This design comes from an exercise in tuning for small area, a short achievable clock period and few clock cycles per item on the open sky130 flow, not from production work.
The RTL was checked by simulation tests, not by an equivalence proof against the original design.
No activity file was given, so power comes from the tool's default toggle rates.

===== design/flow/design.v =====
module filter_core #(
    parameter NMAX = 32
) (
    input  wire        clk,
    input  wire        rst_n,
    input  wire        cmd_valid,
    output wire        cmd_ready,
    input  wire [23:0] cmd_data,
    output wire        rsp_valid,
    input  wire        rsp_ready,
    output wire [31:0] rsp_data,
    output wire        fault_o
);
    localparam MM = 4;               
    localparam MW = $clog2(MM);
    localparam NG = 32 / MM;         
    localparam GW = 5 - MW;          
    localparam SK = 2;               
    localparam KST = 8;              
    localparam [1:0] M_CONFIG = 2'd0, M_RUN = 2'd1, M_FAULT = 2'd2;
    localparam [7:0] OP_RESET = 8'h01, OP_RDREG = 8'h02, OP_RDW  = 8'h03,
                     OP_RDK   = 8'h04, OP_WSET  = 8'h05, OP_SETN = 8'h10,
                     OP_SETLIM= 8'h11, OP_SETDTH= 8'h12, OP_WPUSH= 8'h13,
                     OP_KPUSH = 8'h14, OP_INIT  = 8'h15, OP_LIM  = 8'h21,
                     OP_MED   = 8'h22, OP_AVG   = 8'h23, OP_SAVG = 8'h24,
                     OP_MAVG  = 8'h25, OP_SMAVG = 8'h26, OP_CSAVG= 8'h27,
                     OP_WSAVG = 8'h28, OP_DITH  = 8'h29;
    localparam [3:0] E_NONE  = 4'h0, E_ILL   = 4'h1, E_MODE  = 4'h2,
                     E_LOCKED= 4'h3, E_IDX   = 4'h4, E_CAP   = 4'h5,
                     E_NLEN  = 4'h6, E_WFILL = 4'h7, E_KLEN  = 4'h8,
                     E_KSUM  = 4'h9, E_DTH   = 4'hA, E_NTRIM = 4'hB,
                     E_NOWGT = 4'hC;
    localparam [2:0] S_IDLE = 3'd0, S_EXEC = 3'd1, S_DIVK = 3'd2,
                     S_DIVN = 3'd3, S_RESP = 3'd4, S_RST = 3'd5, S_FIN = 3'd6;
    reg [1:0]  mode;
    reg [12:1] err;
    reg [3:0]  fcode;
    reg [23:0] fcmd;
    reg [7:0]  n_r;
    reg [7:0]  limit_r;
    reg [15:0] dth;
    reg [5:0]  wcnt;
    reg [5:0]  kcnt;
    reg        kok;
    reg        dv;
    reg [20:0] acc;          
    reg [7:0]  minr;
    reg [7:0]  maxr;
    reg [7:0]  q1;
    reg [7:0]  res;
    reg [7:0]  dacc;
    reg [7:0]  dcand;
    reg [15:0] dcnt;
    reg [7:0]  wp [0:31];    
    reg [7:0]  kp [0:31];    
    reg [12:0] tsum;         
    reg [12:0] ksum;         
    reg [2:0]  state;
    reg        idle_q;       
    reg        rspv_q;       
    reg        fault_q;      
    reg        fastq;        
    reg [23:0] cmd_r;
    reg [31:0] rsp_r;
    reg [3:0]  flt_q;        
    reg o_reset, o_rdw, o_rdk, o_wset, o_setn, o_setlim, o_setdth, o_wpush,
        o_kpush, o_init, o_lim, o_dith, o_med, o_avg, o_savg, o_mavg,
        o_smavg, o_csavg, o_wsavg;
    assign cmd_ready = idle_q;
    assign rsp_valid = rspv_q;
    assign rsp_data  = rsp_r;
    assign fault_o   = fault_q;
    reg  [31:0] vm;          
    wire [31:0] vm1 = {vm[30:0], 1'b0};
    wire n_ok     = (n_r >= 8'd2) && (n_r <= 8'd32);
    wire w_fill   = ({2'b0, wcnt} == n_r);
    wire k_fill   = ({2'b0, kcnt} == n_r);
    wire init_ok  = n_ok && w_fill && (dth != 16'd0);
    wire init_okw = init_ok && k_fill && (ksum != 13'd0);
    wire dsat     = ({1'b0, dcnt} + 17'd1 >= {1'b0, dth});
    wire dth_le1  = (dth <= 16'd1);
    function [24:0] ksadd(input [23:0] a, input [23:0] b, input ci);
        reg [23:0] p, gg, pp;
        integer i, d;
        begin
            p  = a ^ b;
            gg = a & b;
            gg[0] = gg[0] | (p[0] & ci);
            pp = p;
            for (d = 1; d < 24; d = d * 2)
                for (i = 23; i >= d; i = i - 1) begin
                    gg[i] = gg[i] | (pp[i] & gg[i-d]);
                    pp[i] = pp[i] & pp[i-d];
                end
            ksadd = {gg[23], p ^ {gg[22:0], ci}};
        end
    endfunction
    function [47:0] csa(input [23:0] a, input [23:0] b, input [23:0] c);
        begin
            csa = {((a & b) | (a & c) | (b & c)) << 1, a ^ b ^ c};
        end
    endfunction
    function [47:0] mulcs(input [7:0] a, input [7:0] b);
        reg [23:0] r0, r1, r2, r3, r4, r5, r6, r7;
        reg [47:0] x1, x2, x3, x4, x5, x6;
        begin
            r0 = {16'd0, a & {8{b[0]}}};
            r1 = {15'd0, a & {8{b[1]}}, 1'b0};
            r2 = {14'd0, a & {8{b[2]}}, 2'b0};
            r3 = {13'd0, a & {8{b[3]}}, 3'b0};
            r4 = {12'd0, a & {8{b[4]}}, 4'b0};
            r5 = {11'd0, a & {8{b[5]}}, 5'b0};
            r6 = {10'd0, a & {8{b[6]}}, 6'b0};
            r7 = {9'd0,  a & {8{b[7]}}, 7'b0};
            x1 = csa(r0, r1, r2);
            x2 = csa(r3, r4, r5);
            x3 = csa(x1[23:0], x1[47:24], x2[23:0]);
            x4 = csa(x2[47:24], r6, r7);
            x5 = csa(x3[23:0], x3[47:24], x4[23:0]);
            x6 = csa(x5[23:0], x5[47:24], x4[47:24]);
            mulcs = x6;
        end
    endfunction
    function [7:0] limf(input [7:0] nw, input [7:0] old, input [7:0] lim);
        reg [47:0] c1, c2;
        reg [24:0] d1, d2;
        begin
            c1 = csa({16'd0, nw}, {14'h3FFF, 2'b11, ~old}, {14'h3FFF, 2'b11, ~lim});
            c2 = csa({16'd0, old}, {14'h3FFF, 2'b11, ~nw}, {14'h3FFF, 2'b11, ~lim});
            d1 = ksadd({14'd0, c1[9:0]}, {14'd0, c1[33:24]}, 1'b1);
            d2 = ksadd({14'd0, c2[9:0]}, {14'd0, c2[33:24]}, 1'b1);
            limf = (!d1[9] || !d2[9]) ? old : nw;
        end
    endfunction
    wire [7:0] iop = cmd_data[23:16];
    wire [7:0] ib  = cmd_data[15:8];
    wire [7:0] ia  = cmd_data[7:0];
    wire ib0 = (ib == 8'd0);
    wire ia0 = (ia == 8'd0);
    reg legal;
    always @(*) begin
        case (iop)
            OP_RESET, OP_MED, OP_AVG, OP_MAVG:
                legal = ib0 && ia0;
            OP_SETN, OP_SETLIM, OP_WPUSH, OP_KPUSH, OP_SAVG, OP_SMAVG,
            OP_CSAVG, OP_WSAVG, OP_DITH:
                legal = ib0;
            OP_RDREG, OP_RDW, OP_RDK:
                legal = ia0;
            OP_WSET, OP_LIM, OP_SETDTH:
                legal = 1'b1;
            OP_INIT:
                legal = ib0 && (ia[7:1] == 7'd0);
            default:
                legal = 1'b0;
        endcase
    end
    wire is_read  = (iop == OP_RESET) || (iop == OP_RDREG) || (iop == OP_RDW) || (iop == OP_RDK);
    wire cfg_only = (iop >= OP_SETN) && (iop <= OP_INIT);
    wire run_only = (iop >= OP_LIM) && (iop <= OP_DITH);
    reg [3:0] dec_fault;
    always @(*) begin
        dec_fault = E_NONE;
        if (!legal)
            dec_fault = E_ILL;
        else if (mode == M_FAULT && !is_read)
            dec_fault = E_LOCKED;
        else if ((mode == M_RUN && cfg_only) || (mode == M_CONFIG && run_only))
            dec_fault = E_MODE;
        else begin
            case (iop)
                OP_RDREG: if (ib > 8'h13) dec_fault = E_IDX;
                OP_RDW, OP_WSET: if (ib >= {2'b0, wcnt}) dec_fault = E_IDX;
                OP_RDK: if (ib >= {2'b0, kcnt}) dec_fault = E_IDX;
                OP_WPUSH: if (wcnt[5]) dec_fault = E_CAP;
                OP_KPUSH: if (kcnt[5]) dec_fault = E_CAP;
                OP_INIT: begin
                    if (!n_ok)                   dec_fault = E_NLEN;
                    else if (!w_fill)            dec_fault = E_WFILL;
                    else if (dth == 16'd0)       dec_fault = E_DTH;
                    else if (ia[0] && !k_fill)   dec_fault = E_KLEN;
                    else if (ia[0] && ksum == 13'd0) dec_fault = E_KSUM;
                end
                OP_MAVG, OP_SMAVG: if (n_r < 8'd3) dec_fault = E_NTRIM;
                OP_WSAVG: if (!kok) dec_fault = E_NOWGT;
                default: ;
            endcase
        end
    end
    wire f_reset  = (iop == OP_RESET);
    wire f_rdreg  = (iop == OP_RDREG);
    wire f_cfgw   = (iop == OP_SETN) || (iop == OP_SETLIM) || (iop == OP_SETDTH);
    wire f_wpush  = (iop == OP_WPUSH);
    wire f_kpush  = (iop == OP_KPUSH);
    wire f_init   = (iop == OP_INIT);
    wire f_lim    = (iop == OP_LIM);
    wire f_dith   = (iop == OP_DITH);
    wire fast_ok  = (dec_fault == E_NONE) &&
                    (f_reset | f_rdreg | f_cfgw | f_wpush | f_kpush | f_init |
                     f_lim | f_dith);
    reg [23:0] rdreg_val;
    always @(*) begin
        case (ib[4:0])
            5'h00: rdreg_val = 24'd32;
            5'h01: rdreg_val = {22'd0, mode};
            5'h02: rdreg_val = {8'd0, 3'd0, err, 1'b0};
            5'h03: rdreg_val = {20'd0, fcode};
            5'h04: rdreg_val = fcmd;
            5'h05: rdreg_val = {16'd0, n_r};
            5'h06: rdreg_val = {16'd0, limit_r};
            5'h07: rdreg_val = {8'd0, dth};
            5'h08: rdreg_val = {18'd0, wcnt};
            5'h09: rdreg_val = {18'd0, kcnt};
            5'h0A: rdreg_val = {22'd0, dv, kok};
            5'h0B: rdreg_val = {3'd0, acc};
            5'h0C: rdreg_val = {11'd0, kok ? ksum : 13'd0};
            5'h0D: rdreg_val = {16'd0, minr};
            5'h0E: rdreg_val = {16'd0, maxr};
            5'h0F: rdreg_val = {16'd0, q1};
            5'h10: rdreg_val = {16'd0, res};
            5'h11: rdreg_val = {16'd0, dacc};
            5'h12: rdreg_val = {16'd0, dcand};
            5'h13: rdreg_val = {8'd0, dcnt};
            default: rdreg_val = 24'd0;
        endcase
    end
    wire [7:0] i_lim  = limf(ia, ib, limit_r);
    wire       i_deq  = (ia == dcand);
    wire [7:0] i_dith = (!dv || (i_deq ? dsat : dth_le1)) ? ia : dacc;
    wire [23:0] fast_data =
          ({24{f_rdreg}}  & rdreg_val)
        | ({24{f_cfgw}}   & {8'd0, ib, ia})
        | ({24{f_wpush}}  & {18'd0, wcnt + 6'd1})
        | ({24{f_kpush}}  & {18'd0, kcnt + 6'd1})
        | ({24{f_init}}   & {16'd0, n_r})
        | ({24{f_lim}}    & {16'd0, i_lim})
        | ({24{f_dith}}   & {16'd0, i_dith});
    wire [7:0] fb = cmd_r[15:8];
    wire [7:0] fa = cmd_r[7:0];
    wire in_exec = (state == S_EXEC);
    wire ok_exec = in_exec && (flt_q == E_NONE);
    wire o_slide = o_savg | o_smavg | o_csavg | o_wsavg;
    wire o_trim  = o_mavg | o_smavg;
    wire o_mean  = o_avg | o_savg | o_csavg | o_mavg | o_smavg;
    wire use_b = in_exec && (o_wset || o_rdw);
    wire [4:0] ridx = 5'd0 - wcnt[4:0] + (use_b ? fb[4:0] : 5'd0);
    wire [7:0] wrd = wp[ridx];
    reg  [7:0] w0_r;         
    reg        sub_q;        
    reg [12:0] ts_r;         
    reg [13:0] tw_r;         
    wire       bg_restart;
    reg [1:0]  xstep;        
    reg [3:0]  mstep;        
    reg [31:0] cmin, cmax, cmed;
    reg [4:0]  kk;
    reg [7:0]  min1, max1, medv;
    reg [5:0]  zh_q, z0_q, z1_q;     
    wire       xdone  = (xstep == 2'd2);
    wire       mdn    = mstep[3];
    wire       xfirst = (xstep == 2'd0);
    wire       mfirst = (mstep == 4'd0);
    reg [31:0] xb [0:3];
    reg [31:0] bh, bl;
    integer j, q;
    always @(*) begin
        for (j = 0; j < 32; j = j + 1) begin
            for (q = 0; q < 4; q = q + 1)
                xb[q][j] = xstep[0] ? wp[j][3-q] : wp[j][7-q];
            case (mstep[2:1])
                2'd0: begin bh[j] = wp[j][7]; bl[j] = wp[j][6]; end
                2'd1: begin bh[j] = wp[j][5]; bl[j] = wp[j][4]; end
                2'd2: begin bh[j] = wp[j][3]; bl[j] = wp[j][2]; end
                default: begin bh[j] = wp[j][1]; bl[j] = wp[j][0]; end
            endcase
        end
    end
    reg [31:0] cmin_n, cmax_n;
    reg [3:0]  min_b, max_b;
    reg        zz, oo;
    always @(*) begin
        cmin_n = xfirst ? vm1 : cmin;
        cmax_n = xfirst ? vm1 : cmax;
        for (q = 0; q < 4; q = q + 1) begin
            zz = |(cmin_n & ~xb[q]);
            if (zz) cmin_n = cmin_n & ~xb[q];
            min_b[3-q] = !zz;
            oo = |(cmax_n & xb[q]);
            if (oo) cmax_n = cmax_n & xb[q];
            max_b[3-q] = oo;
        end
    end
    wire [31:0] cmed_e = (mstep == 4'd1) ? vm : cmed;
    wire [4:0]  wm1    = wcnt[4:0] - 5'd1;
    wire [4:0]  kk_e   = (mstep == 4'd1) ? {1'b0, wm1[4:1]} : kk;
    wire [31:0] md_h0  = cmed_e & ~bh;
    wire [31:0] md_h1  = cmed_e & bh;
    function [5:0] pcnt(input [31:0] v);
        integer p;
        begin
            pcnt = 6'd0;
            for (p = 0; p < 32; p = p + 1)
                pcnt = pcnt + {5'd0, v[p]};
        end
    endfunction
    wire [31:0] md_l0  = md_h0 & ~bl;
    wire [31:0] md_l1  = md_h1 & ~bl;
    reg  [5:0]  mc_h, mc_0, mc_1;
    wire        m1     = (mstep == 4'd1);
    wire [5:0]  zh_r   = m1 ? mc_h : zh_q;
    wire [5:0]  zl0_r  = m1 ? mc_0 : z0_q;
    wire [5:0]  zl1_r  = m1 ? mc_1 : z1_q;
    wire        md_bh  = !({1'b0, kk_e} < zh_r);
    wire [4:0]  kk_h   = md_bh ? kk_e - zh_r[4:0] : kk_e;
    wire [31:0] cmed_h = md_bh ? md_h1 : md_h0;
    wire [5:0]  z_l    = md_bh ? zl1_r : zl0_r;
    wire        md_bl  = !({1'b0, kk_h} < z_l);
    wire [4:0]  kk_l   = md_bl ? kk_h - z_l[4:0] : kk_h;
    wire [31:0] cmed_l = md_bl ? (cmed_h & bl) : (cmed_h & ~bl);
    localparam [1:0] B_RUN0 = 2'd0, B_RUN = 2'd1, B_FLUSH = 2'd2, B_DONE = 2'd3;
    reg [1:0]    mst;
    reg [GW-1:0] gi;
    reg [20:0]   pacc;       
    reg [15:0]   prs [0:MM-1];   
    wire         mdone = (mst == B_DONE);
    wire [4:0]    kslot  = 5'd0 - kcnt[4:0] + fb[4:0];
    wire [GW-1:0] g_eff  = gi;
    reg [7:0]  pin [0:MM-1];
    reg [7:0]  kin [0:MM-1];
    reg [MM-1:0] pval;
    integer m;
    always @(*) begin
        for (m = 0; m < MM; m = m + 1) begin
            kin[m]  = kp[{g_eff, m[MW-1:0]}];
            if ({g_eff, m[MW-1:0]} == 5'd31) begin
                pin[m]  = 8'd0;
                pval[m] = 1'b0;
            end else begin
                pin[m]  = wp[{g_eff, m[MW-1:0]} + 5'd1];
                pval[m] = vm[{g_eff, m[MW-1:0]}];
            end
        end
    end
    reg [47:0] t1, t2, t3;
    reg [24:0] pac_w;
    always @(*) begin
        t1 = csa({3'd0, pacc}, {8'd0, prs[0]}, {8'd0, prs[1]});
        t2 = csa(t1[23:0], t1[47:24], {8'd0, prs[2]});
        t3 = csa(t2[23:0], t2[47:24], {8'd0, prs[3]});
        pac_w = ksadd(t3[23:0], t3[47:24], 1'b0);
    end
    wire [20:0] pacc_nx = pac_w[20:0];
    reg [47:0] mprod [0:MM-1];
    reg [24:0] mfull [0:MM-1];
    always @(*) begin
        for (m = 0; m < MM; m = m + 1) begin
            mprod[m] = mulcs(pin[m], kin[m] & {8{pval[m]}});
            mfull[m] = ksadd(mprod[m][23:0], mprod[m][47:24], 1'b0);
        end
    end
    wire [7:0] rdk_val = kin[kslot[MW-1:0]];
    reg  [15:0] op_r;
    reg         tr_ok;
    wire [7:0] slide_v = o_csavg ? op_r[7:0] : fa;
    wire [24:0] t_sl_w  = ksadd({11'd0, ts_r}, {16'd0, slide_v}, 1'b0);
    wire [12:0] t_slide = t_sl_w[12:0];
    function [13:0] trterm(input [7:0] v, input [7:0] lo, input [7:0] hi);
        reg [47:0] c;
        reg [24:0] w;
        begin
            c = csa({16'd0, v}, {10'd0, 6'h3F, ~lo}, {10'd0, 6'h3F, ~hi});
            w = ksadd({10'd0, c[13:0]}, {10'd0, c[37:24]}, 1'b1);
            if (v <= lo)      trterm = {6'h3F, ~hi};
            else if (v >= hi) trterm = {6'h3F, ~lo};
            else              trterm = w[13:0];
        end
    endfunction
    wire [7:0]  tv   = o_smavg ? fa : w0_r;
    wire        v_le = (tv <= min1);
    wire        v_ge = (tv >= max1);
    wire [7:0]  mn   = v_le ? tv : min1;
    wire [7:0]  mx   = v_ge ? tv : max1;
    wire [13:0] d_tr = trterm(tv, min1, max1);
    wire [13:0] d_dn = o_trim ? op_r[13:0] : {6'd0, op_r[7:0]};
    wire [7:0]  i_tv  = (iop == OP_SMAVG) ? ia : w0_r;
    wire [47:0] i_pl  = mulcs(ia, kp[31]);
    wire [24:0] i_pf  = ksadd(i_pl[23:0], i_pl[47:24], 1'b0);
    reg  [15:0] i_op;
    always @(*) begin
        case (iop)
            OP_CSAVG:          i_op = {8'd0, limf(ia, wp[31], limit_r)};
            OP_AVG:            i_op = {8'd0, w0_r};
            OP_MAVG, OP_SMAVG: i_op = {2'd0, trterm(i_tv, min1, max1)};
            OP_WSAVG:          i_op = i_pf[15:0];
            default:           i_op = {8'd0, ia};
        endcase
    end
    wire [24:0] x_dn_w = ksadd({10'd0, tw_r}, {10'd0, d_dn}, 1'b0);
    wire [13:0] x_dn = x_dn_w[13:0];
    wire [5:0]  e_d  = o_trim ? nm2[5:0] : n_r[5:0];
    wire [6:0]  e_d3 = o_trim ? n23_r : n3_r;
    wire [7:0]  e_s  = r4step(x_dn[13:8], x_dn[7:6], e_d, e_d3);
    wire [7:0]  nm2  = n_r - 8'd2;
    wire [24:0] x_ws_w = ksadd({3'd0, pacc}, {8'd0, op_r}, 1'b0);
    wire [20:0] x_ws   = x_ws_w[20:0];
    reg  [13:0] dk_r;        
    reg  [5:0]  dn_r;        
    reg  [5:0]  dn_d;        
    reg  [6:0]  dn_d3;       
    reg  [6:0]  n3_r;        
    reg  [6:0]  n23_r;       
    reg  [7:0]  dl;          
    reg  [KST-1:0] dlk;      
    reg  [3:0]  dsteps;      
    reg [13:0] k_r;
    reg [KST-1:0] k_l;
    reg [14:0] k_s;
    reg [24:0] k_d;
    integer s;
    always @(*) begin
        k_r = dk_r;
        k_l = dlk;
        for (s = 0; s < SK; s = s + 1) begin
            k_s = {k_r, k_l[KST-1]};
            k_d = ksadd({9'd0, k_s}, {9'd0, 2'b11, ~ksum}, 1'b1);
            if (k_d[15]) begin
                k_s = k_d[14:0];
                k_l = {k_l[KST-2:0], 1'b1};
            end else
                k_l = {k_l[KST-2:0], 1'b0};
            k_r = k_s[13:0];
        end
    end
    function [7:0] r4step(input [5:0] r, input [1:0] b, input [5:0] d,
                          input [6:0] d3);
        reg [7:0] x;
        reg [24:0] s1, s2, s3;
        begin
            x  = {r, b};
            s1 = ksadd({16'd0, x}, {16'd0, 2'b11, ~d}, 1'b1);
            s2 = ksadd({16'd0, x}, {16'd0, 1'b1, ~d, 1'b1}, 1'b1);
            s3 = ksadd({16'd0, x}, {16'd0, 1'b1, ~d3}, 1'b1);
            if (s3[8])      r4step = {2'd3, s3[5:0]};
            else if (s2[8]) r4step = {2'd2, s2[5:0]};
            else if (s1[8]) r4step = {2'd1, s1[5:0]};
            else            r4step = {2'd0, x[5:0]};
        end
    endfunction
    wire [1:0] n_b1 = (state == S_DIVN) ? dl[7:6] : dlk[1:0];
    wire [7:0] n_s1 = r4step(dn_r, n_b1, dn_d, dn_d3);
    wire [7:0] n_s2 = r4step(n_s1[5:0], dl[5:4], dn_d, dn_d3);
    wire [7:0] n_s3 = r4step(n_s2[5:0], dl[3:2], dn_d, dn_d3);
    wire [7:0] n_l  = {dl[1:0], n_s1[7:6], n_s2[7:6], n_s3[7:6]};
    reg [5:0] nh_r;          
    wire [5:0] o_rr = n_s1[5:0];
    wire [7:0] o_q  = {dl[5:0], n_s1[7:6]};
    reg  [7:0]  thr1, thr2, thr3, thr4;
    wire [7:0]  f_x   = {dn_r, dlk[1:0]};
    wire [2:0]  f_dg  = {2'd0, f_x >= thr1} + {2'd0, f_x >= thr2} +
                        {2'd0, f_x >= thr3} + {2'd0, f_x >= thr4};
    wire [5:0]  dl_inc = dl[5:0] + 6'd1;
    wire [7:0]  w_res  = f_dg[2] ? {dl_inc, 2'd0} : {dl[5:0], f_dg[1:0]};
    wire stall  = ok_exec && ((o_trim && !(xdone && tr_ok)) || (o_med && !mdn) ||
                              ((o_wsavg || o_rdk) && !mdone) ||
                              ((o_rdw || o_wset || o_rdk) && !sub_q));
    wire go     = ok_exec && !stall;
    wire do_shift_w = go && (o_wpush || o_slide);
    wire do_wset    = go && o_wset;
    wire do_kpush   = go && o_kpush;
    wire do_reset   = go && o_reset;
    wire [7:0] shift_in = o_wpush ? fa : slide_v;
    assign bg_restart = do_shift_w || do_wset || do_kpush || do_reset;
    wire [7:0] mc_nv  = o_wset ? fa : shift_in;
    wire       mc_in  = do_shift_w || do_wset;
    wire       mc_out = (do_shift_w && !o_wpush) || do_wset;
    wire [2:0] mc_a   = mc_in  ? {mc_nv[7] & ~mc_nv[6], ~mc_nv[7] & ~mc_nv[6], ~mc_nv[7]} : 3'd0;
    wire [2:0] mc_s   = mc_out ? {w0_r[7] & ~w0_r[6], ~w0_r[7] & ~w0_r[6], ~w0_r[7]} : 3'd0;
    always @(posedge clk) begin
        if (!rst_n || do_reset) begin
            mc_h <= 6'd0;
            mc_0 <= 6'd0;
            mc_1 <= 6'd0;
        end else begin
            mc_h <= mc_h + {5'd0, mc_a[0]} - {5'd0, mc_s[0]};
            mc_0 <= mc_0 + {5'd0, mc_a[1]} - {5'd0, mc_s[1]};
            mc_1 <= mc_1 + {5'd0, mc_a[2]} - {5'd0, mc_s[2]};
        end
    end
    wire [5:0]  wcnt_n   = do_reset ? 6'd0 : (go && o_wpush) ? wcnt + 6'd1 : wcnt;
    wire [12:0] ksum_n   = do_reset ? 13'd0 : do_kpush ? ksum + {5'd0, fa} : ksum;
    wire [5:0]  gs6      = (6'd32 - wcnt_n) >> MW;
    wire [GW-1:0] gstart_n = gs6[GW-1:0];
    wire dith_eq = (fa == dcand);
    always @(posedge clk) begin
        if (!rst_n) begin
            state   <= S_RST;
            idle_q  <= 1'b0;
            rspv_q  <= 1'b0;
            fault_q <= 1'b0;
            fastq   <= 1'b0;
            mode    <= M_CONFIG;
            err     <= 12'd0;
            fcode   <= 4'd0;
            fcmd    <= 24'd0;
            n_r     <= 8'd0;
            limit_r <= 8'd10;
            dth     <= 16'd10;
            wcnt    <= 6'd0;
            kcnt    <= 6'd0;
            kok     <= 1'b0;
            dv      <= 1'b0;
            acc     <= 21'd0;
            minr    <= 8'd0;
            maxr    <= 8'd0;
            q1      <= 8'd0;
            res     <= 8'd0;
            dacc    <= 8'd0;
            dcand   <= 8'd0;
            dcnt    <= 16'd0;
            tsum    <= 13'd0;
            ksum    <= 13'd0;
            rsp_r   <= 32'd0;
            vm      <= 32'd0;
        end else begin
            case (state)
            S_IDLE: begin
                cmd_r    <= cmd_data;
                op_r     <= i_op;
                tr_ok    <= xdone;
                flt_q    <= dec_fault;
                o_reset  <= (iop == OP_RESET);
                o_rdw    <= (iop == OP_RDW);
                o_rdk    <= (iop == OP_RDK);
                o_wset   <= (iop == OP_WSET);
                o_setn   <= (iop == OP_SETN);
                o_setlim <= (iop == OP_SETLIM);
                o_setdth <= (iop == OP_SETDTH);
                o_wpush  <= (iop == OP_WPUSH);
                o_kpush  <= (iop == OP_KPUSH);
                o_init   <= (iop == OP_INIT);
                o_lim    <= (iop == OP_LIM);
                o_dith   <= (iop == OP_DITH);
                o_med    <= (iop == OP_MED);
                o_avg    <= (iop == OP_AVG);
                o_savg   <= (iop == OP_SAVG);
                o_mavg   <= (iop == OP_MAVG);
                o_smavg  <= (iop == OP_SMAVG);
                o_csavg  <= (iop == OP_CSAVG);
                o_wsavg  <= (iop == OP_WSAVG);
                if (cmd_valid) begin
                    idle_q <= 1'b0;
                    state  <= S_EXEC;
                    fastq  <= fast_ok;
                    if (fast_ok) begin
                        rspv_q <= 1'b1;
                        rsp_r  <= {8'd0, fast_data};
                        if (f_reset) fault_q <= 1'b0;
                    end
                end
            end
            S_EXEC: begin
                if (ok_exec && o_trim && xdone && !tr_ok) begin
                    op_r[13:0] <= d_tr;
                    tr_ok      <= 1'b1;
                end
                if (flt_q != E_NONE) begin
                    err[flt_q] <= 1'b1;
                    if (mode != M_FAULT) begin
                        fcode <= flt_q;
                        fcmd  <= cmd_r;
                        mode  <= M_FAULT;
                    end
                    fault_q <= 1'b1;
                    rsp_r   <= {4'd0, flt_q, 24'd0};
                    rspv_q  <= 1'b1;
                    state   <= S_RESP;
                end else if (!stall) begin
                    if (fastq) begin
                        if (rsp_ready) begin
                            rspv_q <= 1'b0;
                            idle_q <= 1'b1;
                            state  <= S_IDLE;
                        end else
                            state  <= S_RESP;
                    end
                    if (o_reset) begin
                        mode    <= M_CONFIG;
                        err     <= 12'd0;
                        fcode   <= 4'd0;
                        fcmd    <= 24'd0;
                        n_r     <= 8'd0;
                        limit_r <= 8'd10;
                        dth     <= 16'd10;
                        wcnt    <= 6'd0;
                        kcnt    <= 6'd0;
                        kok     <= 1'b0;
                        dv      <= 1'b0;
                        acc     <= 21'd0;
                        minr    <= 8'd0;
                        maxr    <= 8'd0;
                        q1      <= 8'd0;
                        res     <= 8'd0;
                        dacc    <= 8'd0;
                        dcand   <= 8'd0;
                        dcnt    <= 16'd0;
                        tsum    <= 13'd0;
                        ksum    <= 13'd0;
                        vm      <= 32'd0;
                        fault_q <= 1'b0;
                    end
                    if (o_rdw) begin
                        rsp_r  <= {24'd0, w0_r};
                        rspv_q <= 1'b1;
                        state  <= S_RESP;
                    end
                    if (o_rdk) begin
                        rsp_r  <= {24'd0, rdk_val};
                        rspv_q <= 1'b1;
                        state  <= S_RESP;
                    end
                    if (o_wset) begin
                        tsum   <= tsum - {5'd0, w0_r} + {5'd0, fa};
                        rsp_r  <= {24'd0, fa};
                        rspv_q <= 1'b1;
                        state  <= S_RESP;
                    end
                    if (o_setn)   n_r     <= fa;
                    if (o_setlim) limit_r <= fa;
                    if (o_setdth) dth     <= {fb, fa};
                    if (o_wpush) begin
                        wcnt <= wcnt + 6'd1;
                        vm   <= {1'b1, vm[31:1]};
                        tsum <= tsum + {5'd0, fa};
                    end
                    if (o_kpush) begin
                        kcnt <= kcnt + 6'd1;
                        ksum <= ksum + {5'd0, fa};
                    end
                    if (o_init) begin
                        kok  <= fa[0];
                        dv   <= 1'b0;
                        mode <= M_RUN;
                    end
                    if (o_lim)
                        res <= rsp_r[7:0];
                    if (o_dith) begin
                        dv    <= 1'b1;
                        dcand <= fa;
                        dcnt  <= (dv && dith_eq) ? (dsat ? dth : dcnt + 16'd1) : 16'd1;
                        dacc  <= rsp_r[7:0];
                        res   <= rsp_r[7:0];
                    end
                    if (o_med) begin
                        res    <= medv;
                        rsp_r  <= {24'd0, medv};
                        rspv_q <= 1'b1;
                        state  <= S_RESP;
                    end
                    if (o_wsavg) begin
                        tsum   <= t_slide;
                        dk_r   <= {{(KST-7){1'b0}}, x_ws[20:KST]};
                        dlk    <= x_ws[KST-1:0];
                        dn_r   <= 6'd0;
                        dl     <= 8'd0;
                        dn_d   <= n_r[5:0];
                        dn_d3  <= n3_r;
                        dsteps <= KST;
                        state  <= S_DIVK;
                    end
                    if (o_mean) begin
                        if (o_slide) begin
                            tsum <= t_slide;
                            acc  <= {8'd0, t_slide};
                        end else
                            acc  <= {8'd0, tsum};
                        state  <= S_DIVN;
                        dn_r   <= e_s[5:0];
                        dl     <= {x_dn[5:0], e_s[7:6]};
                        dn_d   <= e_d;
                        dn_d3  <= e_d3;
                        if (o_trim) begin
                            minr  <= mn;
                            maxr  <= mx;
                        end
                    end
                end
            end
            S_DIVK: begin
                dk_r   <= k_r;
                dlk    <= k_l;
                dsteps <= dsteps - SK;
                if (dsteps == KST)
                    acc <= {dk_r[20-KST:0], dlk} - {8'd0, ksum[12:1]};
                else begin
                    dn_r <= o_rr;
                    dl   <= o_q;
                end
                if (dsteps <= SK)
                    state <= S_FIN;
            end
            S_FIN: begin
                q1     <= dlk[7:0];
                res    <= w_res;
                rsp_r  <= {24'd0, w_res};
                rspv_q <= 1'b1;
                state  <= S_RESP;
            end
            S_DIVN: begin
                begin
                    res    <= n_l;
                    rsp_r  <= {24'd0, n_l};
                    rspv_q <= 1'b1;
                    state  <= S_RESP;
                end
            end
            S_RESP: begin
                if (rsp_ready) begin
                    rspv_q <= 1'b0;
                    idle_q <= 1'b1;
                    state  <= S_IDLE;
                end
            end
            default: begin       
                idle_q <= 1'b1;
                state  <= S_IDLE;
            end
            endcase
        end
    end
    integer i;
    always @(posedge clk) begin
        if (rst_n) begin
            if (do_shift_w) begin
                for (i = 0; i < 31; i = i + 1)
                    wp[i] <= wp[i+1];
                wp[31] <= shift_in;
            end else if (do_wset)
                wp[ridx] <= fa;
            if (do_kpush) begin
                for (i = 0; i < 31; i = i + 1)
                    kp[i] <= kp[i+1];
                kp[31] <= fa;
            end
        end
    end
    always @(posedge clk) begin
        w0_r  <= wrd;
        sub_q <= in_exec && (o_rdw || o_wset || (o_rdk && mdone)) && !sub_q;
        ts_r  <= tsum - {5'd0, w0_r};
        nh_r  <= n_r[5:0] - {1'b0, n_r[5:1]};
        n3_r  <= {n_r[5:0], 1'b0} + {1'b0, n_r[5:0]};
        n23_r <= n3_r - 7'd6;
        thr1  <= {2'd0, nh_r};
        thr2  <= thr1 + {2'd0, n_r[5:0]};
        thr3  <= thr2 + {2'd0, n_r[5:0]};
        thr4  <= thr3 + {2'd0, n_r[5:0]};
        tw_r  <= {1'b0, tsum} - {6'd0, w0_r} + {7'd0, n_r[7:1]};
    end
    always @(posedge clk) begin
        if (!rst_n || bg_restart) begin
            xstep <= 2'd0;
            mstep <= 4'd1;
            mst   <= B_RUN0;
            gi    <= gstart_n;
            pacc  <= {9'd0, ksum_n[12:1]};
        end else begin
            if (!xdone)
                xstep <= xstep + 2'd1;
            if (!xstep[1]) begin
                cmin  <= cmin_n;
                cmax  <= cmax_n;
                min1  <= {min1[3:0], min_b};
                max1  <= {max1[3:0], max_b};
            end
            if (!mdn) begin
                mstep <= mstep + 4'd1;
                if (!mstep[0]) begin
                    zh_q <= pcnt(md_h0);
                    z0_q <= pcnt(md_l0);
                    z1_q <= pcnt(md_l1);
                end else begin
                    kk    <= kk_l;
                    cmed  <= cmed_l;
                    medv  <= {medv[5:0], md_bh, md_bl};
                end
            end
            case (mst)
            B_RUN0: begin
                gi   <= gi + 1'b1;
                mst  <= (gi == NG - 1) ? B_FLUSH : B_RUN;
            end
            B_RUN: begin
                pacc <= pacc_nx;
                gi   <= gi + 1'b1;
                if (gi == NG - 1) mst <= B_FLUSH;
            end
            B_FLUSH: begin
                pacc <= pacc_nx;
                mst  <= B_DONE;
            end
            default:
                if (in_exec && o_rdk && mdone && !sub_q)
                    gi <= kslot[4:MW];
            endcase
        end
    end
    always @(posedge clk) begin
        for (m = 0; m < MM; m = m + 1) begin
            prs[m] <= mfull[m][15:0];
        end
    end
endmodule

===== design/flow/run.sh =====
#!/bin/bash
# synth_recipe.tcl (not shown) runs the flow's synth.tcl, then flattens the netlist and writes it again
# the make line also repeats each setting of config.mk as NAME=value (left out here)
make -C /OpenROAD-flow-scripts/flow DESIGN_CONFIG=/design/flow/config.mk WORK_HOME=/design/flow/orfs CLKGATE_MAP_FILE= SYNTH_SCRIPT=/design/flow/synth_recipe.tcl finish

===== design/flow/config.mk =====
export PLATFORM = sky130hd
export DESIGN_NAME = filter_core
export DESIGN_NICKNAME = filter_core
export VERILOG_FILES = /design/flow/design.v
export SDC_FILE = /design/flow/constraint.sdc
export NUM_CORES = 4
export LEC_CHECK = 0
export CAP_MARGIN = 20
export CORE_MARGIN = 2
export CORE_UTILIZATION = 40
export SETUP_SLACK_MARGIN = 5
export SLEW_MARGIN = 20

===== design/flow/constraint.sdc =====
create_clock -name core_clock -period 12.0 [get_ports {clk}]
set_input_delay 2.4000 -clock core_clock [delete_from_list [all_inputs] [get_ports {clk}]]
set_output_delay 2.4000 -clock core_clock [all_outputs]
set_load 0.01 [all_outputs]

==> flow_summary.ini, run 1 <==
[timing]
clock_skew_ps = 37.4
period_share = 0.587
max_slew.worst_pin.slew_ps = 1280
setup_ws_ps = 4960
post_route_setup_tns_ps = 0
final_hold_viol_count = 0
worst_slew_margin = 0.139
period_minus_slack_ps = 7040
rsz0062_at_grt = true
max_clock_freq_ghz = 0.142
final-setup-viol-count = 0
drv_slew = 0

[synthesis]
synthesis.yosys.warnings = 8
synth-adder-area-share = 0.169
post-synth-top-area-cell = sky130_fd_sc_hd__edfxtp_1
flop_and_latch_count_out_of_synthesis = 1235
synth-async-reset-ratio = 0
synth-seq-area-share = 0.351
syn_inst = 9007
synth.top_cells.by_area = sky130_fd_sc_hd__edfxtp_1, sky130_fd_sc_hd__dfxtp_1, sky130_fd_sc_hd__fa_1, sky130_fd_sc_hd__ha_1, sky130_fd_sc_hd__mux4_2
avgSynthCellArea_um2 = 10.3
synth_top_area_frac = 0.254
synth_edf_count = 786
yosysUniqueCellTypes = 96
post_synth_and_or_nand_nor_area_fraction = 0.108
syn-cell-area_um2 = 92800
yosys_most_used_dff = sky130_fd_sc_hd__edfxtp_1
synth-compound-area-share = 0.151
synth_top_family_by_area = adder cells
proportion_of_synthesized_area_in_mux_cells = 0.130
post_synth_xor_area_fraction = 0.0395

[route]
avgRoutedWirePerCell_um = 35.7
ant_nets_after_route = 0
route.vias.total = 79800
drt-total-wl_um = 440000
drc = 0
first_pass_drt_iterations = 7
first_iter_violations = 11300
drt-vias-per-instance = 6.48

[worst_setup_path]
crit_path_end_kind = flop
worst_setup_path_start_kind = flop
worst-setup-path-type = reg -> reg
cp.required_ps = 12600
crit_path_max_fanout = 51
arrival_ps = 7640

[cts]
clock_tree_from_tritoncts = done
clock_sinks = 1235
cts_buffer_depth = 3
numCtsBuffers = 148
clockRootBuffer = sky130_fd_sc_hd__clkbuf_16
cts_htree_levels = 4
insertion_delay_ps = 870
clk_transition_reported_paths_ps = 70

[finish]
final-instance-count-excl-fill = 12300
layout.filler_cells = 21700
final_net_count = 10200
layout-area-overhead-vs-synth_pct = 12.9
fraction_of_layout_instances_using_a_drive_strength_above_1 = 0.163

[status]
run_status = no timing/DRC/antenna violations

[global_route]
grtUsageTotal = 0.365
antenna_found_initial = 46
grt_pass1_vias = 76000
first_pass_grt_wire_length_um = 606000
grt_start_max_net_pins = 182
globalRoute.totalOverflow = 0

[power]
fin_total_pwr_mw = 20.0
power_frac_clock = 0.240
p_per_area_nw_per_um2 = 191
power.sequential.fraction = 0.258
switching_power_mw = 8.98
combinationalPowerShare = 0.503
worst_ir_drop_vdd_v = 0.000283
p_leak_nw = 41.5
power_switching_share = 0.449
pint_mw = 11.0

[place]
portbufs = 58
globalplace.congestion = 1.12
dpl.hpwl_um = 333000
numPlacedInstances = 11900
place_worst_setup_slack_ps = 3470

[floorplan]
die_h_um = 486
die-width_um = 486
core_area_um2 = 230000
floorplan.initialDensity = 0.403
ios = 63
floorplan.die_area_um2 = 236000
std_cell_rows = 176

[worst_hold_path]
hold_path.class = reg -> reg

[flow_run]
cap_viol_max_count = 0
-- power by group through the flow --
stage          Combinational (mW)  Sequential, mW  Clock, mW
3_3_place_gp                 9.11            5.27          0
6_report                     10.1            5.16       4.80
3_5_place_dp                 9.13            5.26          0
2_1_floorplan                5.91            5.07          0
5_1_grt                      10.5            5.16       4.99
4_1_cts                      9.48            5.16       4.83
-- cell usage in the layout (no fill, tap or decap), types with 43 or more instances in the layout --
cell	n
sky130_fd_sc_hd__a221oi_1	67
sky130_fd_sc_hd__and2_1	83
sky130_fd_sc_hd__nand2b_1	73
sky130_fd_sc_hd__or2_2	56
sky130_fd_sc_hd__a22oi_1	202
sky130_fd_sc_hd__fa_1	398
sky130_fd_sc_hd__a211oi_1	70
sky130_fd_sc_hd__buf_4	320
sky130_fd_sc_hd__a222oi_1	43
sky130_fd_sc_hd__nand3_1	153
sky130_fd_sc_hd__mux2_2	371
sky130_fd_sc_hd__mux2i_1	296
sky130_fd_sc_hd__edfxtp_1	786
sky130_fd_sc_hd__nor2b_1	77
sky130_fd_sc_hd__clkdlybuf4s50_1	53
sky130_fd_sc_hd__xor2_1	141
sky130_fd_sc_hd__ha_1	597
sky130_fd_sc_hd__o21bai_1	71
sky130_fd_sc_hd__clkbuf_16	160
sky130_fd_sc_hd__nor3_1	130
sky130_fd_sc_hd__nor2_1	764
sky130_fd_sc_hd__dfxtp_1	441
sky130_fd_sc_hd__nand4_1	44
sky130_fd_sc_hd__a21oi_1	464
sky130_fd_sc_hd__a22o_1	68
sky130_fd_sc_hd__o211ai_1	58
sky130_fd_sc_hd__o21ai_0	382
sky130_fd_sc_hd__o22ai_1	76
sky130_fd_sc_hd__a21o_1	144
sky130_fd_sc_hd__nand2_1	552
sky130_fd_sc_hd__xnor2_1	273
sky130_fd_sc_hd__mux4_2	209
sky130_fd_sc_hd__inv_1	733
-- cells in the mapped netlist (31+ instances only) --
library cell,instances
sky130_fd_sc_hd__o21a_1,33
sky130_fd_sc_hd__clkbuf_1,323
sky130_fd_sc_hd__xor2_1,141
sky130_fd_sc_hd__fa_1,400
sky130_fd_sc_hd__edfxtp_1,786
sky130_fd_sc_hd__o22ai_1,80
sky130_fd_sc_hd__dfxtp_1,449
sky130_fd_sc_hd__a221oi_2,34
sky130_fd_sc_hd__o211ai_1,58
sky130_fd_sc_hd__nor2_1,784
sky130_fd_sc_hd__a22o_1,68
sky130_fd_sc_hd__or2_2,58
sky130_fd_sc_hd__a21o_1,145
sky130_fd_sc_hd__mux4_2,209
sky130_fd_sc_hd__xnor2_1,277
sky130_fd_sc_hd__nand4_1,44
sky130_fd_sc_hd__a211oi_1,71
sky130_fd_sc_hd__nand3_1,156
sky130_fd_sc_hd__nand2b_1,73
sky130_fd_sc_hd__nor4_1,40
sky130_fd_sc_hd__a221oi_1,69
sky130_fd_sc_hd__o21bai_1,71
sky130_fd_sc_hd__and2_1,87
sky130_fd_sc_hd__nand2_1,571
sky130_fd_sc_hd__mux2_2,373
sky130_fd_sc_hd__or3_1,33
sky130_fd_sc_hd__mux2i_1,306
sky130_fd_sc_hd__nor2b_1,80
sky130_fd_sc_hd__and3_1,31
sky130_fd_sc_hd__nor3_1,135
sky130_fd_sc_hd__a31oi_1,39
sky130_fd_sc_hd__buf_1,53
sky130_fd_sc_hd__a222oi_1,43
sky130_fd_sc_hd__ha_1,610
sky130_fd_sc_hd__a22oi_1,202
sky130_fd_sc_hd__a21boi_0,41
sky130_fd_sc_hd__a21oi_1,496
sky130_fd_sc_hd__o21ai_0,413
sky130_fd_sc_hd__inv_1,741
-- repair_timing --
action | in CTS | in global routing
endpoints found under the setup margin | 162 | 181
resized for setup | 139 | 141
gates cloned | 3 | 5
pin swaps | 13 | 42
setup buffers | 33 | 56
hold buffers | 0 | 0
-- logic make-up after synthesis --
family,Yosys count
DFF,1235
other,1
and+or+nand+nor,2172
buffers and inverters,1187
xor gates and xnor gates,418
muxes,898
adders and majority gates,1010
AOI/OAI and AO/OA,2086
-- layout make-up --
type                       count  area (um2)  area share
inverter                     748        2840      0.0271
sequential                  1235       32600       0.312
multi-input combinational   6594       56700       0.541
clock inverter                85         918     0.00877
clock buffer                 186        4120      0.0394
antenna                       22        55.1    0.000526
tap                         3026        3790      0.0362
timing repair buffer         421        3670      0.0350
-- registers in the layout, indices dropped and copies added, names as in the netlist, 21 cells and up --
name   cells
pacc      21
cmin      32
kp       256
cmax      32
cmd_r     24
fcmd      24
wp       256
prs       64
vm        32
cmed      32
acc       21
rsp_r     28
-- final timing paths --
check,startpoint,end,slack (ps),cells past startpoint
hold reg to reg,nh_r[1],thr1[1],330,0
hold / removal,nh_r[1],thr1[1],330,0
setup / recovery,xstep[0],cmin[25],4960,20
setup reg to reg,xstep[0],cmin[25],4960,20
-- critical path, cell delays in order (launching register included) --
cell and delay, ps:
sky130_fd_sc_hd__dfxtp_4 390, sky130_fd_sc_hd__buf_4 170, sky130_fd_sc_hd__buf_6 460, sky130_fd_sc_hd__mux2_1 490, sky130_fd_sc_hd__o22ai_1 490, sky130_fd_sc_hd__nor4b_2 130, sky130_fd_sc_hd__nand4_2 150, sky130_fd_sc_hd__inv_4 150
sky130_fd_sc_hd__buf_4 260, sky130_fd_sc_hd__o21ai_0 550, sky130_fd_sc_hd__nand4_1 260, sky130_fd_sc_hd__nor4_2 560, sky130_fd_sc_hd__nand2_4 100, sky130_fd_sc_hd__buf_4 290, sky130_fd_sc_hd__a221o_2 540, sky130_fd_sc_hd__o2111ai_2 530
sky130_fd_sc_hd__nor4_4 160, sky130_fd_sc_hd__nand2_4 120, sky130_fd_sc_hd__buf_4 570, sky130_fd_sc_hd__o21a_1 230, sky130_fd_sc_hd__a21oi_1 40
-- metrics by stage --
step | hold slack, ps | area [um2] | utilization
finish | 327 | 105000 | 0.454
global route | 343 | 105000 | 0.454
CTS | 329 | 104000 | 0.449
floorplan | 310 | 92900 | -
global placement | 320 | 97500 | 0.423
detailed placement | 317 | 97500 | 0.423
-- layer usage --
| metal | GRT usage | wire (um) | vias up |
|---|---|---|---|
| li1 | - | - | 33200 |
| met1 | 0.457 | 166000 | 39800 |
| met2 | 0.538 | 185000 | 5309 |
| met3 | 0.0959 | 46900 | 1395 |
| met4 | 0.278 | 42200 | 20 |
| met5 | 0.00469 | 271 | - |
Testbench counts, summed over its fixed seeds: cycles 19,768, commands 5,286.
==> run 2, diff against run 1 <==
--- a/design/flow/design.v
+++ b/design/flow/design.v
@@ -257,3 +257,5 @@
     reg [7:0]  min1, max1, medv;
-    reg [5:0]  zh_q, z0_q, z1_q;     
+    reg [3:0]  gh_r [0:3];   
+    reg [3:0]  g0_r [0:3];
+    reg [3:0]  g1_r [0:3];
     wire       xdone  = (xstep == 2'd2);
@@ -297,8 +299,8 @@
     wire [31:0] md_h1  = cmed_e & bh;
-    function [5:0] pcnt(input [31:0] v);
+    function [3:0] pc8(input [7:0] v);
         integer p;
         begin
-            pcnt = 6'd0;
-            for (p = 0; p < 32; p = p + 1)
-                pcnt = pcnt + {5'd0, v[p]};
+            pc8 = 4'd0;
+            for (p = 0; p < 8; p = p + 1)
+                pc8 = pc8 + {3'd0, v[p]};
         end
@@ -309,5 +311,5 @@
     wire        m1     = (mstep == 4'd1);
-    wire [5:0]  zh_r   = m1 ? mc_h : zh_q;
-    wire [5:0]  zl0_r  = m1 ? mc_0 : z0_q;
-    wire [5:0]  zl1_r  = m1 ? mc_1 : z1_q;
+    wire [5:0]  zh_r   = m1 ? mc_h : {2'd0, gh_r[0]} + {2'd0, gh_r[1]} + {2'd0, gh_r[2]} + {2'd0, gh_r[3]};
+    wire [5:0]  zl0_r  = m1 ? mc_0 : {2'd0, g0_r[0]} + {2'd0, g0_r[1]} + {2'd0, g0_r[2]} + {2'd0, g0_r[3]};
+    wire [5:0]  zl1_r  = m1 ? mc_1 : {2'd0, g1_r[0]} + {2'd0, g1_r[1]} + {2'd0, g1_r[2]} + {2'd0, g1_r[3]};
     wire        md_bh  = !({1'b0, kk_e} < zh_r);
@@ -323,3 +325,4 @@
     reg [20:0]   pacc;       
-    reg [15:0]   prs [0:MM-1];   
+    reg [16:0]   prs [0:MM-1];   
+    reg [16:0]   prc [0:MM-1];
     wire         mdone = (mst == B_DONE);
@@ -343,9 +346,13 @@
     end
-    reg [47:0] t1, t2, t3;
+    reg [47:0] t1, t2, t3, t4, t5, t6, t7;
     reg [24:0] pac_w;
     always @(*) begin
-        t1 = csa({3'd0, pacc}, {8'd0, prs[0]}, {8'd0, prs[1]});
-        t2 = csa(t1[23:0], t1[47:24], {8'd0, prs[2]});
-        t3 = csa(t2[23:0], t2[47:24], {8'd0, prs[3]});
-        pac_w = ksadd(t3[23:0], t3[47:24], 1'b0);
+        t1 = csa({3'd0, pacc}, {7'd0, prs[0]}, {7'd0, prc[0]});
+        t2 = csa({7'd0, prs[1]}, {7'd0, prc[1]}, {7'd0, prs[2]});
+        t3 = csa({7'd0, prc[2]}, {7'd0, prs[3]}, {7'd0, prc[3]});
+        t4 = csa(t1[23:0], t1[47:24], t2[23:0]);
+        t5 = csa(t2[47:24], t3[23:0], t3[47:24]);
+        t6 = csa(t4[23:0], t4[47:24], t5[23:0]);
+        t7 = csa(t6[23:0], t6[47:24], t5[47:24]);
+        pac_w = ksadd(t7[23:0], t7[47:24], 1'b0);
     end
@@ -353,11 +360,8 @@
     reg [47:0] mprod [0:MM-1];
-    reg [24:0] mfull [0:MM-1];
     always @(*) begin
-        for (m = 0; m < MM; m = m + 1) begin
+        for (m = 0; m < MM; m = m + 1)
             mprod[m] = mulcs(pin[m], kin[m] & {8{pval[m]}});
-            mfull[m] = ksadd(mprod[m][23:0], mprod[m][47:24], 1'b0);
-        end
     end
     wire [7:0] rdk_val = kin[kslot[MW-1:0]];
-    reg  [15:0] op_r;
+    reg  [33:0] op_r;
     reg         tr_ok;
@@ -386,11 +390,10 @@
     wire [47:0] i_pl  = mulcs(ia, kp[31]);
-    wire [24:0] i_pf  = ksadd(i_pl[23:0], i_pl[47:24], 1'b0);
-    reg  [15:0] i_op;
+    reg  [33:0] i_op;
     always @(*) begin
         case (iop)
-            OP_CSAVG:          i_op = {8'd0, limf(ia, wp[31], limit_r)};
-            OP_AVG:            i_op = {8'd0, w0_r};
-            OP_MAVG, OP_SMAVG: i_op = {2'd0, trterm(i_tv, min1, max1)};
-            OP_WSAVG:          i_op = i_pf[15:0];
-            default:           i_op = {8'd0, ia};
+            OP_CSAVG:          i_op = {26'd0, limf(ia, wp[31], limit_r)};
+            OP_AVG:            i_op = {26'd0, w0_r};
+            OP_MAVG, OP_SMAVG: i_op = {20'd0, trterm(i_tv, min1, max1)};
+            OP_WSAVG:          i_op = {i_pl[40:24], i_pl[16:0]};
+            default:           i_op = {26'd0, ia};
         endcase
@@ -403,3 +406,4 @@
     wire [7:0]  nm2  = n_r - 8'd2;
-    wire [24:0] x_ws_w = ksadd({3'd0, pacc}, {8'd0, op_r}, 1'b0);
+    wire [47:0] xw_cs  = csa({3'd0, pacc}, {7'd0, op_r[16:0]}, {7'd0, op_r[33:17]});
+    wire [24:0] x_ws_w = ksadd(xw_cs[23:0], xw_cs[47:24], 1'b0);
     wire [20:0] x_ws   = x_ws_w[20:0];
@@ -777,5 +781,7 @@
                 if (!mstep[0]) begin
-                    zh_q <= pcnt(md_h0);
-                    z0_q <= pcnt(md_l0);
-                    z1_q <= pcnt(md_l1);
+                    for (q = 0; q < 4; q = q + 1) begin
+                        gh_r[q] <= pc8(md_h0[8*q +: 8]);
+                        g0_r[q] <= pc8(md_l0[8*q +: 8]);
+                        g1_r[q] <= pc8(md_l1[8*q +: 8]);
+                    end
                 end else begin
@@ -808,3 +814,4 @@
         for (m = 0; m < MM; m = m + 1) begin
-            prs[m] <= mfull[m][15:0];
+            prs[m] <= mprod[m][16:0];
+            prc[m] <= mprod[m][40:24];
         end
==> run 2 against run 1 <==
Still clean; synthesized cell count is 3.4% higher; final area is 4.5% higher; wire length is 5.3% higher; clock skew is 20 ps higher; power is 11% higher; utilization hardly changed; synthesized area is 4.8% higher; critical endpoint is now cmin[21]; highest routed layer unchanged.
==> flow_summary.ini, run 2 <==
[global_route]
grtUsageTotal = 0.367
first_pass_grt_wire_length_um = 643000
antenna_found_initial = 42
globalRoute.totalOverflow = 0
grt_pass1_vias = 80800
grt_start_max_net_pins = 185

[finish]
fraction_of_layout_instances_using_a_drive_strength_above_1 = 0.161
layout_commonest_cell = sky130_fd_sc_hd__edfxtp_1
final_net_count = 10500
layout-area-overhead-vs-synth_pct = 12.6
final-instance-count-excl-fill = 12800
final_util = 0.454
layout_common_cells = sky130_fd_sc_hd__edfxtp_1, sky130_fd_sc_hd__inv_1, sky130_fd_sc_hd__nor2_1
reg_top3 = kp x256, wp x256, prs x60

[place]
dpl.hpwl_um = 348000
place_worst_setup_slack_ps = 3180
portbufs = 58
numPlacedInstances = 12400
globalplace.congestion = 1.13

[timing]
rsz0062_at_grt = true
max_slew.worst_pin.slew_ps = 1350
clock_skew_ps = 57.5
drv_slew = 0
setup_ws_ps = 4980
period_minus_slack_ps = 7020
period_share = 0.585
final-setup-viol-count = 0
max_clock_freq_ghz = 0.142
post_route_setup_tns_ps = 0
final_hold_viol_count = 0
worst_slew_margin = 0.0756

[worst_setup_path]
worst_setup_path_start_kind = flop
cp.required_ps = 12650
worst-setup-path-type = reg -> reg
crit_path_frequent_cell = sky130_fd_sc_hd__buf_4
critical-path-slowest-cell = sky130_fd_sc_hd__dfxtp_4
crit_path_end_kind = flop
worstPathCellList = inv_4 > ha_4 > buf_4 > buf_8 > mux2_2 > a22o_1 > nor4_2 > nand4_4 > buf_4 > a21oi_2 > a22o_1 > a211oi_1 > nor4b_4 > buf_6 > o211ai_1 > o221ai_1 > nor4_4 > buf_4 > nand2_2 > a2111oi_1
arrival_ps = 7670
worst_r2r_path_depth = 20
peak_per_stage_delay_on_the_critical_path_ps = 490
crit_path_max_fanout = 32

[synthesis]
synthesis.yosys.warnings = 11
syn_inst = 9314
avgSynthCellArea_um2 = 10.4
synth_edf_count = 826
yosysUniqueCellTypes = 109
syn-cell-area_um2 = 97200
post-synth-top-area-cell = sky130_fd_sc_hd__edfxtp_1
synth-async-reset-ratio = 0
synth_top_area_frac = 0.255
synth-seq-area-share = 0.356
synth.top_cells.by_area = sky130_fd_sc_hd__edfxtp_1, sky130_fd_sc_hd__dfxtp_1, sky130_fd_sc_hd__fa_1, sky130_fd_sc_hd__ha_1, sky130_fd_sc_hd__mux4_2
flop_and_latch_count_out_of_synthesis = 1315
synth_most_common_cell = sky130_fd_sc_hd__edfxtp_1
yosys_most_used_dff = sky130_fd_sc_hd__edfxtp_1
synth.cells.most_frequent = sky130_fd_sc_hd__edfxtp_1, sky130_fd_sc_hd__inv_1, sky130_fd_sc_hd__nor2_1

[worst_hold_path]
hold_path.class = reg -> reg
holdPathStages = 0

[route]
first_pass_drt_iterations = 8
route.vias.total = 82600
drt-total-wl_um = 463000
avgRoutedWirePerCell_um = 36.2
ant_nets_after_route = 0
drc = 0
first_iter_violations = 10400
drt-vias-per-instance = 6.45

[cts]
clock_tree_from_tritoncts = done
cts_htree_levels = 4
clock_sinks = 1315
numCtsBuffers = 160
insertion_delay_ps = 880
clk_transition_reported_paths_ps = 60
cts_buffer_depth = 3
clockRootBuffer = sky130_fd_sc_hd__clkbuf_16
cts_hold_buf = 0

[floorplan]
ios = 63
floorplan.die_area_um2 = 247000
core_area_um2 = 241000
die_h_um = 497
std_cell_rows = 180
die-width_um = 497
floorplan.initialDensity = 0.403

[power]
power_switching_share = 0.448
p_leak_nw = 43.0
worst_ir_drop_vdd_v = 0.000289
power_frac_clock = 0.229
power.sequential.fraction = 0.251
pint_mw = 12.2
p_per_area_nw_per_um2 = 202
switching_power_mw = 9.94
combinationalPowerShare = 0.520

[status]
run_status = no timing/DRC/antenna violations

[flow_run]
cap_viol_max_count = 0
run 2: changes by cell type after synthesis, sizes merged, moves of 34 or more:
cell,change
a211oi,+41
a221oi,-56
xor2,-52
edfxtp,+40
o21ai,-76
a2111oi,+40
dfxtp,+40
inv,+35
a21oi,+39
a22oi,-59
nand2,+63
nand2b,+39
fa,+45
nand3,-34
run 2: stage by stage:
stage,area [um2],power (mW),hold slack [ps]
2_1_floorplan,97400,12.5,310
3_3_place_gp,102000,16.0,315
3_5_place_dp,103000,16.1,317
4_1_cts,109000,21.4,326
5_1_grt,109000,22.9,341
6_report,109000,22.2,325
run 2: worst paths after layout:
| path | start | to | slack, ps |
|---|---|---|---|
| hold reg to reg | nh_r[1] | thr1[1] | 330 |
| setup reg to reg | xstep[0] | cmin[21] | 4980 |
| setup / recovery | xstep[0] | cmin[21] | 4980 |
| hold / removal | nh_r[1] | thr1[1] | 330 |
run 2: area by class of cell:
cell class              count  area [um2]
inverters                 785        2980
repair buffers            433        3640
flip-flops and latches   1315       34600
multi-input cells        6762       58700
clock buffers             219        4550
clock inverters            76         845
well taps                3185        3990
fillers                 22600      132000
diodes                     32        80.1
run 2: kinds of logic after synthesis:
group,after synthesis,share of synthesized area
compound gates,2080,0.147
xor+xnor,373,0.0336
fa+ha+maj,1058,0.171
buf+inv,1243,0.0517
flops,1315,0.356
mux,944,0.129
other cells,1,0.0000386
simple gates,2300,0.112
run 2: critical path: cells and delay by family, from the launching register on:
family	cells	cell delay (ps)
muxes	1	410
adders and majority gates	1	200
AOI/OAI and AO/OA	7	2350
DFF	1	490
buffers and inverters	6	1730
and+or+nand+nor	5	1540
run 2: power by group through the flow:
| stage | registers, mW | logic, mW | clock network [mW] |
|---|---|---|---|
| global placement | 5.65 | 10.3 | 0 |
| detailed placement | 5.64 | 10.4 | 0 |
| global route | 5.56 | 12.1 | 5.29 |
| finish | 5.56 | 11.5 | 5.08 |
| floorplan | 5.42 | 7.03 | 0 |
| CTS | 5.54 | 10.7 | 5.13 |
run 2: what timing repair did:
item / 4_1_cts / 5_1_grt
hold endpoints to repair: 0 / 0
cloned: 1 / 4
pin swaps: 25 / 22
resized for setup: 92 / 65
buffers inserted: 51 / 21
setup endpoints to repair: 125 / 111
run 2: metal layers:
layer,share of wire,global-route usage,up-vias
met3,0.10,0.0994,1623
met1,0.37,0.446,41200
li1,-,-,34300
met4,0.10,0.300,20
met2,0.43,0.545,5396
met5,0.00049,0.00251,-
Testbench counts of run 2, summed over its fixed seeds: cycles 19,768, commands 5,286.

[afterwards: timing with drivers on the ports]
How much do the figures lean on ideal ports? The routed layouts below were timed once more, with nothing changed but the port constraints.
Step 1 (the two cells are an assumption about what drives the block):
set clk [get_ports {clk}]
set_driving_cell -lib_cell sky130_fd_sc_hd__clkbuf_16 $clk
set_driving_cell -lib_cell sky130_fd_sc_hd__buf_2 [delete_from_list [all_inputs] $clk]
Step 2 adds t to the input delays and takes it off the output delays; t is the mean of the earliest and latest rising clock arrival at the registers after step 1. Input paths then give back, and output paths get back, about the clock's delay inside the block.
Slacks: ideal / step 1 / step 2; pairs: ideal / step 1.
| run | t (ns) | setup WS [ns] | hold WS [ns] | latest minus earliest clock arrival (ns) | worst register clock-pin slew, ns |
|---|---|---|---|---|---|
| run 1 | 0.944 | 4.960 / 4.960 / 4.294 | 0.327 / 0.327 / 0.327 | 0.049 / 0.048 | 0.07 / 0.07 |
| run 2 | 0.956 | 4.977 / 4.977 / 4.390 | 0.325 / 0.325 / 0.325 | 0.057 / 0.057 | 0.07 / 0.07 |
After both steps setup and hold are still met in every run listed. For run 1, which loses most, drivers alone change the setup slack by 0.000 ns; drivers and shift together by -0.666 ns.
